Background: an optimization exercise with open tools, aiming at small area, a short achievable clock period and few clock cycles. Do not read the settings as production practice. Only simulation tests tie the RTL to the original design; equivalence was not proved. Power is estimated from default activity; no workload was simulated.

// live_timer
module live_timer #(
    parameter integer NT = 16
) (
    input  wire        clk,
    input  wire        rst,             
    input  wire        cmd_valid,
    input  wire [1:0]  cmd_op,          
    input  wire [3:0]  cmd_slot,
    input  wire [6:0]  cmd_node,
    input  wire [7:0]  cmd_fidx,
    input  wire [31:0] cmd_tmo,
    output wire        cmd_ready,
    output wire        idle,
    output reg         alert_valid,
    output reg  [3:0]  alert_slot,
    output reg  [6:0]  alert_node,
    output reg  [7:0]  alert_fidx,
    output reg         rd_valid,
    output reg  [31:0] rd_rem
);
Size in the first run: roughly 63,000 sq um of cells after synthesis.
Settings: LEC_CHECK=0, CAP_MARGIN=20, CORE_MARGIN=2, CORE_UTILIZATION=60, CTS_CLUSTER_DIAMETER=60, CTS_CLUSTER_SIZE=25, SLEW_MARGIN=20, TNS_END_PERCENT=10; clock period 10.0 ns.
standard.sh (not shown) runs the stock make flow with config.mk's settings and CLKGATE_MAP_FILE= SYNTH_SCRIPT=/design/flow/synth_recipe.tcl, a recipe that flattens the netlist after the stock synthesis.
==> flow/flow/run.sh <==
#!/bin/bash
# Standard layout (the standard.sh: the standard synthesis and ORFS
# flow). The SDC, clock period and I/O constraints are the design's own;
# only how hard the resizer works differs: a tighter setup-repair target
# and cell resizing not limited to the same footprint.
set -euo pipefail
bash standard.sh SETUP_SLACK_MARGIN=6.7 MATCH_CELL_FOOTPRINT=0 finish > standard_flow.log 2>&1
The baseline ran to the end with no violations.
Testbench counts at the start, summed over its fixed seeds: cycles 24,044.
Rerun with:
- CORE_UTILIZATION: 60 -> 40
The changed run ran to the end with no violations. Final area is higher by 0.51%. Sequential share of layout area is lower by 0.21 points. Utilization is lower by 22 points.

* * *

## P
live_timer, a different RTL version from the one above (not shown whole).
Design live_timer, start of the top module:
module live_timer #(
    parameter integer NT = 16
) (
    input  wire        clk,
    input  wire        rst,             
    input  wire        cmd_valid,
    input  wire [1:0]  cmd_op,          
    input  wire [3:0]  cmd_slot,
    input  wire [6:0]  cmd_node,
    input  wire [7:0]  cmd_fidx,
    input  wire [31:0] cmd_tmo,
    output wire        cmd_ready,
    output wire        idle,
    output reg         alert_valid,
    output reg  [3:0]  alert_slot,
    output reg  [6:0]  alert_node,
    output reg  [7:0]  alert_fidx,
    output reg         rd_valid,
    output reg  [31:0] rd_rem
);
export LEC_CHECK = 0
export CAP_MARGIN = 20
export CORE_MARGIN = 2
export CORE_UTILIZATION = 40
export CTS_CLUSTER_DIAMETER = 60
export CTS_CLUSTER_SIZE = 25
export SLEW_MARGIN = 20
export TNS_END_PERCENT = 100
create_clock -name core_clock -period 10.0 [get_ports {clk}]
==> flow/flow/run.sh <==
#!/bin/bash
# Standard layout (the standard.sh: the standard synthesis and ORFS
# flow). The SDC, clock period and I/O constraints are the design's own;
# only how hard the resizer works differs: a tighter setup-repair target
# and cell resizing not limited to the same footprint.
set -euo pipefail
bash standard.sh SETUP_SLACK_MARGIN=6.8 MATCH_CELL_FOOTPRINT=0 finish > standard_flow.log 2>&1
Testbench counts of P, summed over its fixed seeds: cycles 24,044.
[inputs] Q vs P
Settings: swapping 40 for 60 in CORE_UTILIZATION.
==> comparison <==
- P → Q: relative area of non-clock buffer cells in the final design down 0.77 points, ratio of total power to cell area down 0.53%, maximum resistive drop on vdd up about 32%, leakage power of the design down about 1.8%, via count flat.
- Q reports its kind of critical path as reg2reg while P reports in2reg.

* * *

live_timer, a different RTL version from the one above (not shown whole).
Size: ~1400 flip-flops, about 110 I/O pins, roughly 61000 µm² of cells after synthesis.
## live_timer
module live_timer #(
    parameter integer NT = 16
) (
    input  wire        clk,
    input  wire        rst,             
    input  wire        cmd_valid,
    input  wire [1:0]  cmd_op,          
    input  wire [3:0]  cmd_slot,
    input  wire [6:0]  cmd_node,
    input  wire [7:0]  cmd_fidx,
    input  wire [31:0] cmd_tmo,
    output wire        cmd_ready,
    output wire        idle,
    output reg         alert_valid,
    output reg  [3:0]  alert_slot,
    output reg  [6:0]  alert_node,
    output reg  [7:0]  alert_fidx,
    output reg         rd_valid,
    output reg  [31:0] rd_rem
);
clock: 10.0 ns
lec_check: 0
cap_margin: 20
core_margin: 2
core_utilization: 60
cts_cluster_diameter: 60
cts_cluster_size: 25
slew_margin: 20
tns_end_percent: 100
==> flow/flow/run.sh <==
#!/bin/bash
# Standard layout (the standard.sh: the standard synthesis and ORFS
# flow). The SDC, clock period and I/O constraints are the design's own;
# only how hard the resizer works differs: a tighter setup-repair target
# and cell resizing not limited to the same footprint.
set -euo pipefail
bash standard.sh SETUP_SLACK_MARGIN=7.0 MATCH_CELL_FOOTPRINT=0 finish > standard_flow.log 2>&1
The baseline ran to the end with no violations.
Testbench counts at the start, summed over its fixed seeds: cycles 24,044.
==> next run, changes <==
==> flow/flow/run.sh (replaced) <==
#!/bin/bash
# Standard layout (the standard.sh: the standard synthesis and ORFS
# flow). The SDC, clock period and I/O constraints are the design's own;
# only how hard the resizer works differs: a tighter setup-repair target,
# cell resizing not limited to the same footprint, and plain buffers
# (instead of delay cells) on the ports.
set -euo pipefail
bash standard.sh SETUP_SLACK_MARGIN=7.0 MATCH_CELL_FOOTPRINT=0 \
    "BUFFER_PORTS_ARGS=-buffer_cell sky130_fd_sc_hd__buf_4" \
    finish > standard_flow.log 2>&1
--- a/flow/config.mk
+++ b/flow/config.mk
@@ -11,3 +11,3 @@
-export CTS_CLUSTER_DIAMETER = 60
-export CTS_CLUSTER_SIZE = 25
-export SLEW_MARGIN = 20
+export CTS_CLUSTER_DIAMETER = 70
+export CTS_CLUSTER_SIZE = 30
+export SLEW_MARGIN = 60
The changed run passed the timing, design-rule and antenna checks.
Wire length came out lower by 3.6%.
Area after synthesis does not change.
Non-clock buffer count falls by 72.
Worst setup slack gets worse by 0.032 ns.
Power decreases by 8.2%.
First-iteration DRC count is lower by 18%.
Cell count falls by 2.2%.
==> next run, changes <==
--- a/flow/flow/run.sh
+++ b/flow/flow/run.sh
@@ -8 +8 @@
-bash standard.sh SETUP_SLACK_MARGIN=7.0 MATCH_CELL_FOOTPRINT=0 \
+bash standard.sh SETUP_SLACK_MARGIN=6.9 MATCH_CELL_FOOTPRINT=0 \
--- a/flow/config.mk
+++ b/flow/config.mk
@@ -11,2 +11,2 @@
-export CTS_CLUSTER_DIAMETER = 70
-export CTS_CLUSTER_SIZE = 30
+export CTS_CLUSTER_DIAMETER = 60
+export CTS_CLUSTER_SIZE = 25
After rerunning: Non-clock buffer count went down by 60. Worst setup slack loses 0.0079 ns. Flip-flop and latch count is unchanged. Maximum frequency hardly moves.
==> next run, changes <==
--- a/flow/flow/run.sh
+++ b/flow/flow/run.sh
@@ -8 +8 @@
-bash standard.sh SETUP_SLACK_MARGIN=6.9 MATCH_CELL_FOOTPRINT=0 \
+bash standard.sh SETUP_SLACK_MARGIN=7.05 MATCH_CELL_FOOTPRINT=0 \
=>
- power rose by about 0.43%
- cell count grows by about 0.9%
- area after synthesis is unchanged
- die area is unchanged
- setup slack gets worse by 0.037 ns

==> separate check: timing with driven ports <==
The results above use ideal ports. As a check the final layouts listed here were re-extracted and re-timed, cells and wires unchanged.
Step 1: set_driving_cell puts a clkbuf_16 on clk and a buf_2 on each other input, an assumption about the parent block.
Step 2 adds t to the input delays and takes it off the output delays; t is the mean of the earliest and latest rising clock arrival at the registers after step 1. Input paths then give back, and output paths get back, about the clock's delay inside the block.
a / b / c = no drivers / after step 1 / after step 2; a / b = the first two.
run	t, ns	slack for setup (ns)	worst setup path at the end
the first run of note 1	0.823	6.346 / 6.266 / 5.849	input to register
the second run of note 1	0.867	6.261 / 6.253 / 5.792	input to register
P	0.853	6.691 / 6.661 / 5.904	input to register
Q	0.816	6.701 / 6.701 / 6.025	input to register
the first run of note 3	0.815	6.814 / 6.735 / 6.170	input to register
the second run of note 3	0.796	6.782 / 6.703 / 6.209	input to register
the third run of note 3	0.828	6.774 / 6.693 / 6.086	input to register
the fourth run of note 3	0.827	6.738 / 6.658 / 6.199	input to register
After both steps every run listed still meets setup and hold. For P, which loses most, drivers alone change the setup slack by -0.030 ns; drivers and shift together by -0.787 ns.
